What follows belongs to an exercise in optimizing a design on an open flow for small area, a short achievable clock period and few clock cycles per item; a production flow would make more cautious choices.
RTL that was checked went through simulation tests only; none was proved equivalent to the original.
Power is estimated from default activity; no workload was simulated.

Setup of run 1:
==> flow/design.v <==
module simpledes_core (
    input  wire        clk,
    input  wire        rst,         
    input  wire [23:0] cmd,
    input  wire        cmd_valid,
    output wire        cmd_ready,
    output wire [11:0] dout,
    output wire [7:0]  status
);
    localparam [2:0] E_NONE    = 3'd0;
    localparam [2:0] E_ILLEGAL = 3'd1;
    localparam [2:0] E_RANGE   = 3'd2;
    localparam [2:0] E_NOKEY   = 3'd3;
    localparam [2:0] E_LOCKED  = 3'd4;
    function [7:0] expand;
        input [5:0] x;
        expand = {x[5], x[4], x[2], x[3], x[2], x[3], x[1], x[0]};
    endfunction
    function [2:0] sbox1;
        input [3:0] a;
        reg   [3:0] q0, q1, q2;
        begin
            q0 = {a[0] | a[1], ~(a[0] | a[1]), ~a[0], ~a[0]};
            q1 = {a[0], a[1], ~a[0], a[0]};
            q2 = {a[0] ^ a[1], a[0] ^ a[1], a[0] ^ a[1], ~(a[0] ^ a[1])};
            sbox1 = {q2[a[3:2]], q1[a[3:2]], q0[a[3:2]]};
        end
    endfunction
    function [2:0] sbox2;
        input [3:0] a;
        reg   [3:0] q0, q1, q2;
        begin
            q0 = {a[1] & ~a[0], a[0] | ~a[1], ~(a[0] & a[1]), a[0] & a[1]};
            q1 = {~a[1], a[0], a[1] | ~a[0], a[1] & ~a[0]};
            q2 = {~(a[0] ^ a[1]), ~(a[0] ^ a[1]), ~(a[0] | a[1]), a[1] | ~a[0]};
            sbox2 = {q2[a[3:2]], q1[a[3:2]], q0[a[3:2]]};
        end
    endfunction
    function [5:0] round_f;
        input [5:0] r;
        input [7:0] rk;
        reg   [7:0] x;
        begin
            x       = expand(r) ^ rk;
            round_f = {sbox1(x[7:4]), sbox2(x[3:0])};
        end
    endfunction
    function [5:0] sboxes;
        input [7:0] x;
        sboxes = {sbox1(x[7:4]), sbox2(x[3:0])};
    endfunction
    function [5:0] unexpand;
        input [7:0] x;
        input [7:0] k;
        unexpand = {x[7] ^ k[7], x[6] ^ k[6], x[4] ^ k[4], x[5] ^ k[5], x[1] ^ k[1], x[0] ^ k[0]};
    endfunction
    reg  [8:0]  key;
    reg         kv;
    reg         dv;
    reg  [2:0]  err;
    reg  [5:0]  hl, hr;
    reg  [8:0]  rot;
    reg  [3:0]  pj, pe;
    reg         dir;
    reg         busy;
    wire        down = dir;              
    wire [4:0]  cur  = {1'b0, pj} - {1'b0, pe};
    wire [3:0]  op   = cmd[23:20];
    wire [3:0]  sr   = cmd[19:16];
    wire [3:0]  er   = cmd[15:12];
    wire [11:0] data = cmd[11:0];
    wire fields_zero = (sr == 4'd0) && (er == 4'd0);
    wire is_ldkey = (op == 4'h1) && fields_zero;
    wire is_enc   = (op == 4'h2) && fields_zero;
    wire is_dec   = (op == 4'h3) && fields_zero;
    wire is_proc  = (op == 4'h4);
    wire illegal  = !(is_ldkey || is_enc || is_dec || is_proc);
    reg [2:0] fault;
    always @(*) begin
        if (illegal)
            fault = E_ILLEGAL;
        else if (is_ldkey)
            fault = (data[11:9] != 3'd0) ? E_RANGE : (kv ? E_LOCKED : E_NONE);
        else if (is_proc && (sr == 4'd0 || er == 4'd0))
            fault = E_RANGE;
        else if (!kv)
            fault = E_NOKEY;
        else
            fault = E_NONE;
    end
    wire issue = cmd_valid && !busy;
    wire [8:0] rot_n  = down ? {rot[0], rot[8:1]} : {rot[7:0], rot[8]};
    wire [8:0] rot_nn = down ? {rot[1:0], rot[8:2]} : {rot[6:0], rot[8:7]};
    wire [5:0] st_r   = hl ^ sboxes(expand(hr) ^ rot[8:1]);      
    wire [7:0] in_k  = busy ? rot_n[8:1] : op[0] ? key[7:0] : key[8:1];
    wire [5:0] in_rr = busy ? st_r : data[5:0];
    wire [5:0] in_ll = busy ? hr : data[11:6];
    wire [5:0] in_r  = in_ll ^ sboxes(expand(in_rr) ^ in_k);
    wire       one   = (cur == 5'd1) || (cur == 5'h1f);          
    wire       two   = busy && !one;
    wire       sgl   = busy && one;
    wire [3:0] idx = {sr[3], sr[2], sr[1] | (op[1] & ~op[0]), sr[0] | (op[1] & op[0])};
    wire [8:0] b0  = {key[0], key[8:1]};
    wire [8:0] b1  = idx[0] ? {b0[7:0], b0[8]}   : b0;
    wire [8:0] b2  = idx[1] ? {b1[6:0], b1[8:7]} : b1;
    wire [8:0] b3  = idx[2] ? {b2[4:0], b2[8:5]} : b2;
    wire [8:0] b4  = idx[3] ? {b3[0], b3[8:1]}   : b3;
    wire go_c = issue && (err == E_NONE) && (fault == E_NONE) && !is_ldkey;
    always @(posedge clk) begin
        if (rst) begin
            busy <= 1'b0;
            kv   <= 1'b0;
            dv   <= 1'b0;
            err  <= E_NONE;
        end else if (busy) begin
            if (one || cur == 5'd2 || cur == 5'h1e) busy <= 1'b0;
        end else if (issue && err == E_NONE) begin
            if (fault != E_NONE) begin
                err <= fault;
            end else if (is_ldkey) begin
                key <= data[8:0];
                kv  <= 1'b1;
            end else begin
                dv <= 1'b1;
                if (!op[1]) busy <= (sr != er);       
            end
        end
    end
    wire       ld   = !busy && go_c;
    wire       hold = !busy && !go_c;
    wire [5:0] ld_l = op[1] ? data[5:0] : data[11:6];
    wire [5:0] ld_r = op[1] ? in_r : data[5:0];
    always @(posedge clk) begin
        hl  <= ({6{two}} & st_r)   | ({6{sgl}} & hr)    | ({6{ld}} & ld_l) | ({6{hold}} & hl);
        hr  <= ({6{two}} & in_r)   | ({6{sgl}} & st_r)  | ({6{ld}} & ld_r) | ({6{hold}} & hr);
        rot <= ({9{two}} & rot_nn) | ({9{sgl}} & rot_n) | ({9{ld}} & b4)   | ({9{hold}} & rot);
    end
    always @(posedge clk)
        if (busy) begin
            pj <= down ? pj - 4'd2 : pj + 4'd2;
        end else begin
            pj  <= sr;
            pe  <= er;
            dir <= sr > er;
        end
    assign cmd_ready = !busy;
    assign dout      = {st_r, hr};
    assign status    = {3'b000, err, dv, kv};
endmodule
Settings: LEC_CHECK=0, CAP_MARGIN=20, CORE_MARGIN=2, CORE_UTILIZATION=40, SETUP_SLACK_MARGIN=1.3, SLEW_MARGIN=20; clock period 4.5 ns.
standard.sh (not shown) runs the stock make flow with config.mk's settings and CLKGATE_MAP_FILE= SYNTH_SCRIPT=/design/flow/synth_recipe.tcl, a recipe that flattens the netlist after the stock synthesis.
==> flow/flow/run.sh <==
#!/bin/bash
# Standard layout, with the port buffers made of a regular buffer cell instead of the
# delay cell buffer_ports picks by default.
set -euo pipefail
bash standard.sh "BUFFER_PORTS_ARGS=-buffer_cell sky130_fd_sc_hd__buf_1" finish > run_standard.log 2>&1
Setup changes, run 1 to run 2
--- a/flow/design.v
+++ b/flow/design.v
@@ -59,13 +59,11 @@
     reg         dv;
     reg  [2:0]  err;
     reg  [5:0]  hl, hr;
     reg  [8:0]  rot;
-    reg  [3:0]  pj, pe;
-    reg         dir;
+    reg  [4:0]  cur;
     reg         busy;
-    wire        down = dir;              
-    wire [4:0]  cur  = {1'b0, pj} - {1'b0, pe};
+    wire        down = !cur[4];          
     wire [3:0]  op   = cmd[23:20];
     wire [3:0]  sr   = cmd[19:16];
     wire [3:0]  er   = cmd[15:12];
     wire [11:0] data = cmd[11:0];
@@ -135,15 +133,9 @@
         hr  <= ({6{two}} & in_r)   | ({6{sgl}} & st_r)  | ({6{ld}} & ld_r) | ({6{hold}} & hr);
         rot <= ({9{two}} & rot_nn) | ({9{sgl}} & rot_n) | ({9{ld}} & b4)   | ({9{hold}} & rot);
     end
     always @(posedge clk)
-        if (busy) begin
-            pj <= down ? pj - 4'd2 : pj + 4'd2;
-        end else begin
-            pj  <= sr;
-            pe  <= er;
-            dir <= sr > er;
-        end
+        cur <= (busy ? cur : {1'b0, sr}) + (busy ? {{3{down}}, 2'b10} : ~{1'b0, er} + 5'd1);
     assign cmd_ready = !busy;
     assign dout      = {st_r, hr};
     assign status    = {3'b000, err, dv, kv};
 endmodule
[summary]
Of the two values seen for heaviest power group, registers was produced by run 1 and combinational cells by run 2. On maximum fanout encountered on the critical timing path: between run 2 and run 1, it ends up lower for run 1. [compare] base=run 1 new=run 2: clock network latency to the later pin of the worst-skew pair neither gained nor lost much, number of combinational gates with multiple inputs lost about 2%. Taking run 2 over run 1, the overall via count from detail_route ratio works out to 0.921. Diff run 1 -> run 2: number of max-slew violations in the final report barely changed; total number of sequential cells went down about 9%. Run 2 reports its start-to-end type of the worst setup path as input port to flip-flop while run 1 reports flip-flop to flip-flop. Comparing the two runs side by side, run 2 comes out behind run 1 on power attributed to the clock group. Run 2 vs run 1 — clock power share dropped 11 points. In the reports for run 2 and run 1, the smaller minimum clock period belongs to run 1. Number of maximum-capacitance violations: run 1 vs run 2 — no meaningful difference. Between run 1 and run 2, the flow reports wire length per cell after detailed routing decreasing by a few percent. The first-pass GRT wire length of run 2 was superior to that of run 1.
Testbench counts of run 2, summed over its fixed seeds: cycles 2,417, items 1,600.
The RTL of run 1 was laid out without a check of its function.

[static timing again, ports no longer ideal]
How much do the figures lean on ideal ports? The routed layouts below were timed once more, with nothing changed but the port constraints.
Step 1 sets driving cells, clkbuf_16 on the clock port and buf_2 on the other inputs (assumed; they add their load-dependent delay and slew).
Step 2 adds t to the input delays and takes it off the output delays; t is the mean of the earliest and latest rising clock arrival at the registers after step 1. Input paths then give back, and output paths get back, about the clock's delay inside the block.
Three values: no drivers, after step 1, after step 2; two values: the first two.
run	t (ns)	slack for setup (ns)	worst setup path at the end	clock arrival spread, ns	slew at the worst register clock pin (ns)
run 1	0.338	1.428 / 1.425 / 1.233	input to register	0.013 / 0.013	0.10 / 0.10
run 2	0.340	1.413 / 1.398 / 1.085	input to register	0.015 / 0.014	0.09 / 0.09
After both steps every run listed still meets setup and hold. For run 2, which loses most, drivers alone change the setup slack by -0.015 ns; drivers and shift together by -0.328 ns.
